What follows belongs to an exercise in optimizing a design on an open flow for small area, a short achievable clock period and few clock cycles; a production flow would make more cautious choices. Only simulation tests tie the RTL to the original design; equivalence was not proved.

// rs_bm_decoder
module rs_bm_decoder (
    input  wire         clk,
    input  wire         rst,
    input  wire         start,
    input  wire [4:0]   t_in,
    input  wire [377:0] word_in,
    output wire         ready,
    output reg          done,
    output reg          ok,
    output reg  [4:0]   nerr,
    output wire [377:0] word_out
);
Size in the first run: ~21000 cells after synthesis, about 2800 flip-flops, about 190000 um^2 of cells after synthesis.
clock: 10.0 ns
lec_check: 0
cap_margin: 30
core_margin: 2
core_utilization: 35
place_density: 0.5
slew_margin: 30
standard.sh (not shown) runs the stock make flow with config.mk's settings and CLKGATE_MAP_FILE= SYNTH_SCRIPT=/design/flow/synth_recipe.tcl, a recipe that flattens the netlist after the stock synthesis.
==> flow/flow/run.sh <==
#!/bin/bash
set -euo pipefail
export SETUP_SLACK_MARGIN=5.5
export BUFFER_PORTS_ARGS="-buffer_cell sky130_fd_sc_hd__buf_2"
export MAX_REPAIR_ANTENNAS_ITER_DRT=10
bash standard.sh > standard.log 2>&1
The starting point ran to the end with no violations.
Testbench counts at the start, summed over its fixed seeds: cycles 6,766.
Edit:
--- a/flow/flow/run.sh
+++ b/flow/flow/run.sh
@@ -3 +3 @@
-export SETUP_SLACK_MARGIN=5.5
+export SETUP_SLACK_MARGIN=6.2
The changed run completed without violations.
Via count came out higher by 3.6%.
Routed wire length came out higher by 3.9%.
Synthesized area does not change.
Global-route usage came out higher by 0.87 points.
Non-clock buffer count came out higher by 768.
Die area is unchanged.
Synthesized cell count stays the same.
Clock skew came out lower by 0.016 ns.
Sequential share of layout area came out lower by 2.4 points.


== v6 ==
Another version of the RTL of rs_bm_decoder (not shown whole).
Size: about 21,000 cells after synthesis, roughly 2,800 flip-flops, roughly 770 I/O pins.
export LEC_CHECK = 0
export CAP_MARGIN = 20
export CORE_MARGIN = 2
export CORE_UTILIZATION = 35
export PLACE_DENSITY = 0.5
export SLEW_MARGIN = 20
create_clock -name core_clock -period 10.0 [get_ports {clk}]
==> flow/flow/run.sh <==
#!/bin/bash
set -euo pipefail
export SETUP_SLACK_MARGIN=6.2
export BUFFER_PORTS_ARGS="-buffer_cell sky130_fd_sc_hd__buf_2"
export MAX_REPAIR_ANTENNAS_ITER_DRT=10
bash standard.sh > standard.log 2>&1
Testbench counts of v6, summed over its fixed seeds: cycles 6,766.
For v7, these inputs were changed with respect to v6:
Settings: SLEW_MARGIN now 30, was 20; CAP_MARGIN now 30, was 20; PLACE_DENSITY now 0.55, was 0.5.
--- a/flow/flow/run.sh
+++ b/flow/flow/run.sh
@@ -2,3 +2,3 @@
 set -euo pipefail
-export SETUP_SLACK_MARGIN=6.2
+export SETUP_SLACK_MARGIN=6.3
 export BUFFER_PORTS_ARGS="-buffer_cell sky130_fd_sc_hd__buf_2"
## What came out
v7 vs v6 on number of clock-tree buffers in the layout: v7 is the lower one. Delta (v7 minus v6): combined global-route utilization of all metal layers held steady; met1 capacity usage during global routing -0.45 points. Going from v6 to v7, the latest clock arrival within the worst-skew pair was found to have gone up by 30 ps. Comparing the two runs side by side, v7 comes out ahead of v6 on total half-perimeter wirelength after legalization and detailed placement. Summary of v7 over v6: average detailed-routed wire length per instance now sits lower.


## job 6686
Starting RTL as in the previous note.
Design rs_bm_decoder, start of the top module:
module rs_bm_decoder (
    input  wire         clk,
    input  wire         rst,
    input  wire         start,
    input  wire [4:0]   t_in,
    input  wire [377:0] word_in,
    output wire         ready,
    output reg          done,
    output reg          ok,
    output reg  [4:0]   nerr,
    output wire [377:0] word_out
);
export LEC_CHECK = 0
export CAP_MARGIN = 30
export CORE_MARGIN = 2
export CORE_UTILIZATION = 35
export PLACE_DENSITY = 0.5
export SLEW_MARGIN = 30
create_clock -name core_clock -period 10.0 [get_ports {clk}]
==> flow/flow/run.sh <==
#!/bin/bash
set -euo pipefail
export SETUP_SLACK_MARGIN=6.5
export BUFFER_PORTS_ARGS="-buffer_cell sky130_fd_sc_hd__buf_2"
export MAX_REPAIR_ANTENNAS_ITER_DRT=10
bash standard.sh > standard.log 2>&1
Testbench counts of job 6686, summed over its fixed seeds: cycles 6,766.
Here is what was changed in the inputs of job 6202 compared with job 6686.
==> flow/flow/run.sh <==
#!/bin/bash
set -euo pipefail
export SETUP_SLACK_MARGIN=6.2
export BUFFER_PORTS_ARGS="-buffer_cell sky130_fd_sc_hd__buf_2"
export MAX_REPAIR_ANTENNAS_ITER_DRT=10
bash standard.sh > standard.log 2>&1
==> comparison <==
- A capturing instance or port of the critical path of DR[3][3] is what job 6202 shows, while sB[4] belongs to job 6686.
- Compared with job 6686, in job 6202 final clock period utilization by the worst path down 0.74 points; routed wire length dropped 2.6%.
- Looking at first-iteration DRC count across job 6202 and job 6686, the one that comes out lower is job 6202.
- Against job 6686, job 6202 reports a detailed placement HPWL that is higher.
### job 6202 -> job 9266
==> flow/flow/run.sh <==
#!/bin/bash
set -euo pipefail
export SETUP_SLACK_MARGIN=6.0
export BUFFER_PORTS_ARGS="-buffer_cell sky130_fd_sc_hd__buf_2"
export MAX_REPAIR_ANTENNAS_ITER_DRT=10
bash standard.sh > standard.log 2>&1
==> comparison <==
- Maximum number of pins on one net before global-route repair of job 9266 falls short of that of job 6202 by more than 10%.
- No run among job 9266 and job 6202 stopped early or left any final violation; all are clean.
- | routed wire length | job 9266 vs job 6202 | 52000 microns lower |
- Job 9266 against job 6202: utilization of the core after routing decreased 1.9 points, worst setup slack shrank by 260 ps, worst hold slack has remained practically unchanged.
Edits applied to the flow inputs when going from job 9266 to job 8196:
Settings: CAP_MARGIN changed from 30 to 25; SLEW_MARGIN changed from 30 to 25.
==> flow/flow/run.sh <==
#!/bin/bash
set -euo pipefail
export SETUP_SLACK_MARGIN=6.2
export BUFFER_PORTS_ARGS="-buffer_cell sky130_fd_sc_hd__buf_2"
export MAX_REPAIR_ANTENNAS_ITER_DRT=10
bash standard.sh > standard.log 2>&1
### Flow results
Job 8196 completed end to end with timing, DRC and antenna clean. Compared with job 9266, in job 8196 utilization increased by 2.1 points relative to the old numbers; met3 track demand over resource shows an increase of 0.55 points; number of cells traversed by the worst register-to-register path moved up. Between job 8196 and job 9266, the global-route met1 utilization is lower for job 9266. Sort job 8196 and job 9266 by logic depth of the worst path, buffers included desc -> top: job 9266.

-- static timing again, ports no longer ideal --
How much do the figures lean on ideal ports? The routed layouts below were timed once more, with nothing changed but the port constraints. Step 1 (the two cells are an assumption about what drives the block):
set clk [get_ports {clk}]
set_driving_cell -lib_cell sky130_fd_sc_hd__clkbuf_16 $clk
set_driving_cell -lib_cell sky130_fd_sc_hd__buf_2 [delete_from_list [all_inputs] $clk]
Step 2 times the ports against the registers' clock, not the clock port: input delays grow and output delays shrink by t, the midpoint of the rising clock arrivals with the driver on. Three values: no drivers, after step 1, after step 2; two values: the first two.
run	t (ns)	slack for setup (ns)	hold slack, ns	worst setup path after step 2
the first run of note 1	1.123	5.176 / 5.176 / 4.418	0.251 / 0.251 / 0.251	input to register
the second run of note 1	1.123	5.824 / 5.763 / 4.740	0.262 / 0.262 / 0.262	input to register
v6	1.126	5.865 / 5.865 / 4.948	0.288 / 0.288 / 0.288	input to register
v7	1.120	6.022 / 6.003 / 4.951	0.249 / 0.249 / 0.249	input to register
job 6686	1.147	5.945 / 5.945 / 4.960	0.261 / 0.261 / 0.261	input to register
job 6202	1.117	6.019 / 6.019 / 4.952	0.267 / 0.267 / 0.267	input to register
job 9266	1.132	5.756 / 5.756 / 4.895	0.270 / 0.270 / 0.270	input to register
job 8196	1.137	6.009 / 5.936 / 4.931	0.283 / 0.283 / 0.283	input to register
After both steps every run listed still meets setup and hold. For the second run of note 1, which loses most, drivers alone change the setup slack by -0.061 ns; drivers and shift together by -1.084 ns.
